This design comes from an exercise in tuning for small area, a short achievable clock period and few clock cycles per item on the open sky130 flow, not from production work.
Where RTL was checked, it was by simulation tests only, not by an equivalence proof against the original.
Power figures rest on the tool's default switching activity, not on a simulated workload.

==> flow/design.v (excerpt) <==
module sfd_rx (
    input  wire        clk,
    input  wire        rst,
    input  wire        rx_valid,
    input  wire        rx_eof,
    input  wire [7:0]  rx_byte,
    output wire        rx_ready,
    output wire        dout_valid,
    output wire [7:0]  dout_byte,
    input  wire        dout_ready,
    output wire        ctl_valid,
    output wire [15:0] ctl_seq,
    output wire [7:0]  ctl_op,
    output wire [7:0]  ctl_dest,
    output wire [7:0]  ctl_byte,
    output wire        ctl_last,
    input  wire        ctl_ready,
    output wire        tx_valid,
    output wire [7:0]  tx_byte,
    input  wire        tx_ready,
    output wire        anom_opc,
    output wire        anom_eof,
    output wire        irq
);
Size in the first run: about 79 I/O pins.
Settings: LEC_CHECK=0, CAP_MARGIN=20, CORE_MARGIN=2, CORE_UTILIZATION=40, CTS_CLUSTER_DIAMETER=80, CTS_CLUSTER_SIZE=30, PLACE_DENSITY=0.6, SETUP_SLACK_MARGIN=3.8, SLEW_MARGIN=20; clock period 6.0 ns.
run.sh (not shown) runs the stock make flow with config.mk's settings and CLKGATE_MAP_FILE= SYNTH_SCRIPT=/design/flow/synth_recipe.tcl, a recipe that flattens the netlist after the stock synthesis.
The first run ran to the end with no violations.
Testbench counts at the start, summed over its fixed seeds: cycles 35,278, bytes 35,116.
Rerun with:
CORE_UTILIZATION = 60   (was 40)
PLACE_DENSITY = 0.75   (was 0.6)
SETUP_SLACK_MARGIN = 4.0   (was 3.8)
After rerunning: First-iteration DRC count came out higher by about 28%. Final area came out higher by about 1.2%. Routed wire length came out lower by 3.1%. Synthesized area is unchanged. Clock skew came out higher by 0.0035 ns.
Rerun with:
CORE_UTILIZATION = 40   (was 60)
CTS_CLUSTER_DIAMETER = unset   (was 80)
CTS_CLUSTER_SIZE = unset   (was 30)
PLACE_DENSITY = 0.6   (was 0.75)
=> Fmax barely changes. Design area rose by 5.8%. Synthesized area stays the same. Hold slack gets worse by 0.015 ns. Clock-buffer cell count goes up by 15. Setup slack hardly moves. Global-route usage came out lower by 8.0 points. Via count rose by 0.73%. Power came out higher by 21%. Register-to-register slack gains 0.07 ns.
Rerun with:
CORE_UTILIZATION = 60   (was 40)
CTS_CLUSTER_DIAMETER = 80   (was unset)
CTS_CLUSTER_SIZE = 30   (was unset)
PLACE_DENSITY = 0.75   (was 0.6)
SETUP_SLACK_MARGIN = 3.8   (was 4.0)
Effect:
- setup slack improves by 0.018 ns
- clock power went down by well over a third
- fmax climbs slightly
- cell area shrinks by a little under a tenth
- power is lower by about a fifth
- worst hold slack improved by 0.0039 ns
- synthesized area stays the same
- cell count is lower by roughly a tenth
- wire length goes down by a little under a tenth
- die area shrinks by a quarter to a third

Another version of the RTL of sfd_rx (not shown whole).
Size: about 770 cells after synthesis, roughly 190 flip-flops, roughly 79 I/O pins.
clock: 6.0 ns
lec_check: 0
abc_clock_period_in_ps: 2500
cap_margin: 20
core_margin: 2
core_utilization: 40
place_density: 0.6
setup_slack_margin: 3.5
slew_margin: 20
Rerun with:
ABC_CLOCK_PERIOD_IN_PS = default   (was 2500)
SETUP_SLACK_MARGIN = default   (was 3.5)
Wire length fell by about 10%.
Utilization went down by 7.4 points.
Maximum frequency fell by about 25%.
Clock power grows by about 10%.
Area after synthesis does not change.
Setup slack gets worse by 1.2 ns.
Final cell count decreases by 7.6%.
Total power is higher by 2.6%.
Sequential power is about the same.
Clock skew shrinks by 0.0040 ns.
Register-to-register slack degrades by 1.2 ns.
No functional check of the RTL was part of any run of this note.

== xenon ==
RTL: one of the versions met above, not the one the previous note started from.
For scale: ~740 cells after synthesis, ~210 flip-flops, roughly 79 I/O pins, roughly 8600 um^2 of cells after synthesis.
## sfd_rx
module sfd_rx (
    input  wire        clk,
    input  wire        rst,
    input  wire        rx_valid,
    input  wire        rx_eof,
    input  wire [7:0]  rx_byte,
    output wire        rx_ready,
    output wire        dout_valid,
    output wire [7:0]  dout_byte,
    input  wire        dout_ready,
    output wire        ctl_valid,
    output wire [15:0] ctl_seq,
    output wire [7:0]  ctl_op,
    output wire [7:0]  ctl_dest,
    output wire [7:0]  ctl_byte,
    output wire        ctl_last,
    input  wire        ctl_ready,
    output wire        tx_valid,
    output wire [7:0]  tx_byte,
    input  wire        tx_ready,
    output wire        anom_opc,
    output wire        anom_eof,
    output wire        irq
);
Settings: LEC_CHECK=0, CAP_MARGIN=20, CORE_MARGIN=2, CORE_UTILIZATION=40, PLACE_DENSITY=0.6, SETUP_SLACK_MARGIN=4.3, SLEW_MARGIN=20; clock period 6.0 ns.
No stage failed in xenon, and the final checks on the layout all came back clean.
Testbench counts of xenon, summed over its fixed seeds: cycles 35,278, bytes 35,116.
The inputs of nickel differ from those of xenon as listed below.
Settings: SETUP_SLACK_MARGIN: 4.3 -> 3.5.
==> comparison <==
Compared with xenon, nickel shows a clock tree buffer count of the final layout that is about 3.2% lower. Of the two values seen for category of the most critical setup path, reg -> out was produced by xenon and in -> reg by nickel. Changes observed in nickel relative to xenon: final design area excluding fillers fell about 11%, last weighted congestion value of the routability-driven placer shows an increase of 5.5%, met2 layer usage reported by global route shrank by 2.4 points, final critical path time including I/O delays and setup rose 0.15 ns. From xenon to nickel the numbers moved as follows: number of CTS-inserted buffers -4.3%, die area ~0 delta.
Changes in ember relative to nickel:
Settings: CTS_CLUSTER_DIAMETER: unset -> 60; CTS_CLUSTER_SIZE: unset -> 25; SETUP_SLACK_MARGIN: 3.5 -> 4.0.
==> comparison <==
- Compared with nickel, ember shows a lower maximum net fanout on the critical path.
- Compared with nickel, post-layout total power in ember decreased by a little under 10%.
- Going from nickel to ember, count of fill cells added during filler insertion shrank by a few percent.
- Summary of ember over nickel: placed wire-length estimate now larger, net load switching power saw an increase, maximum achievable frequency increased about 8%, number of non-filler instances in the completed layout has increased, post-CTS setup buffer count increased by 33 relative to the old numbers.
- Between nickel and ember, the register share of the cell area is higher for nickel.
- Relative to nickel, the detailed route wirelength on metal3 of ember is higher by about 3%.
--- input diff ember..amber ---
Settings: a change of CTS_CLUSTER_SIZE from 25 to 30; a change of CTS_CLUSTER_DIAMETER from 60 to 80; a change of PLACE_DENSITY from 0.6 to 0.75; a change of CORE_UTILIZATION from 40 to 60; a change of SETUP_SLACK_MARGIN from 4.0 to 3.7.
Findings:
Going from ember to amber, fmax shrinks by about 0.9%.
The routed wire length of amber falls short of that of ember by 1600 um.
Compared amber vs ember, and clock network power share is down in amber.
Cmp ember and amber / core utilization / higher: amber
Die area (lower): amber
Cell leakage power: amber lower than ember
In amber relative to ember, number of global-route vias before repair had gone down by a few percent.
Inputs modified between amber and pepper:
Settings: PLACE_DENSITY changed from 0.75 to 0.6; CORE_UTILIZATION changed from 60 to 40; SETUP_SLACK_MARGIN changed from 3.7 to 3.8.
==> flow/flow/run.sh (new file) <==
#!/bin/bash
set -euo pipefail
bash standard.sh \
  'CTS_ARGS=-sink_clustering_size 30 -sink_clustering_max_diameter 80 -repair_clock_nets' \
  finish > standard.log 2>&1
==> flow/standard.sh (new file) <==
#!/bin/bash
# synth_recipe.tcl (not shown) runs the flow's synth.tcl, then flattens the netlist and writes it again
# the make line also repeats each setting of config.mk as NAME=value (left out here)
make -C /OpenROAD-flow-scripts/flow DESIGN_CONFIG=/design/flow/config.mk WORK_HOME=/design/flow/orfs CLKGATE_MAP_FILE= SYNTH_SCRIPT=/design/flow/synth_recipe.tcl "${@:-finish}"
removed: flow/run.sh
pepper against amber: total wire length has increased; met3 usage has decreased.
First-pass GRT wire length: pepper vs amber up about 10%
Compared with amber, in pepper filler-free cell count of the finished design up 124, cell count along the critical path up 4, highest clock frequency the design can meet up about 3.3%.
DRC marker count from the first detailed-route iteration improves in pepper relative to amber.
Summary of pepper over amber: final weighted congestion of routability-driven global placement now smaller, power attributed to combinational cells climbed about 7%, global-route usage now smaller.
Inputs modified between pepper and lagoon:
Settings: PLACE_DENSITY changed from 0.6 to 0.8; CORE_UTILIZATION changed from 40 to 70.
==> flow/run.sh (new file) <==
#!/bin/bash
# synth_recipe.tcl (not shown) runs the flow's synth.tcl, then flattens the netlist and writes it again
# the make line also repeats each setting of config.mk as NAME=value (left out here)
make -C /OpenROAD-flow-scripts/flow DESIGN_CONFIG=/design/flow/config.mk WORK_HOME=/design/flow/orfs CLKGATE_MAP_FILE= SYNTH_SCRIPT=/design/flow/synth_recipe.tcl finish
removed: flow/flow/run.sh
removed: flow/standard.sh
- Going from pepper to lagoon, design area now smaller; vias after detailed routing picked up an extra 184; area occupied by multi-input gates fell 25 um^2.
- Re detailed router's first-iteration violation count: lagoon is 250 up on pepper.
- Of lagoon and pepper, the higher multi-input gate share of the layout cell area belongs to lagoon.
- Clock slew at the register clock pins of the worst setup and hold paths (lagoon over pepper): increase, 0.05 ns

==> re-timing with driven ports <==
Ports are ideal in the flow. The routed layouts listed here were re-timed in OpenROAD. Step 1 (the two cells are an assumption about what drives the block):
set clk [get_ports {clk}]
set_driving_cell -lib_cell sky130_fd_sc_hd__clkbuf_16 $clk
set_driving_cell -lib_cell sky130_fd_sc_hd__buf_2 [delete_from_list [all_inputs] $clk]
Step 2, shift: input delay + t, output delay - t, t = (earliest + latest rising clock arrival at the registers) / 2. This alone moves slack from input paths to output paths. Slacks: ideal / step 1 / step 2; pairs: ideal / step 1.
run | t, ns | setup slack, ns | worst hold slack (ns)
the first run of note 1 | 0.517 | 3.731 / 3.689 / 3.361 | 0.427 / 0.427 / 0.427
the second run of note 1 | 0.494 | 3.723 / 3.683 / 3.525 | 0.429 / 0.429 / 0.429
the third run of note 1 | 0.540 | 3.725 / 3.679 / 3.470 | 0.415 / 0.415 / 0.415
the fourth run of note 1 | 0.497 | 3.743 / 3.702 / 3.340 | 0.418 / 0.418 / 0.418
the first run of note 2 | 0.480 | 2.522 / 2.522 / 2.353 | 0.426 / 0.426 / 0.426
the second run of note 2 | 0.474 | 1.370 / 1.370 / 1.370 | 0.427 / 0.427 / 0.427
xenon | 0.557 | 3.699 / 3.653 / 3.587 | 0.417 / 0.417 / 0.417
nickel | 0.540 | 3.546 / 3.524 / 3.029 | 0.416 / 0.416 / 0.416
ember | 0.526 | 3.727 / 3.680 / 3.478 | 0.425 / 0.425 / 0.425
amber | 0.494 | 3.706 / 3.663 / 3.308 | 0.429 / 0.429 / 0.429
pepper | 0.477 | 3.778 / 3.743 / 3.394 | 0.424 / 0.424 / 0.424
lagoon | 0.492 | 3.740 / 3.703 / 3.263 | 0.409 / 0.409 / 0.409
After both steps every run listed still meets setup and hold. For nickel, which loses most, drivers alone change the setup slack by -0.022 ns; drivers and shift together by -0.517 ns.
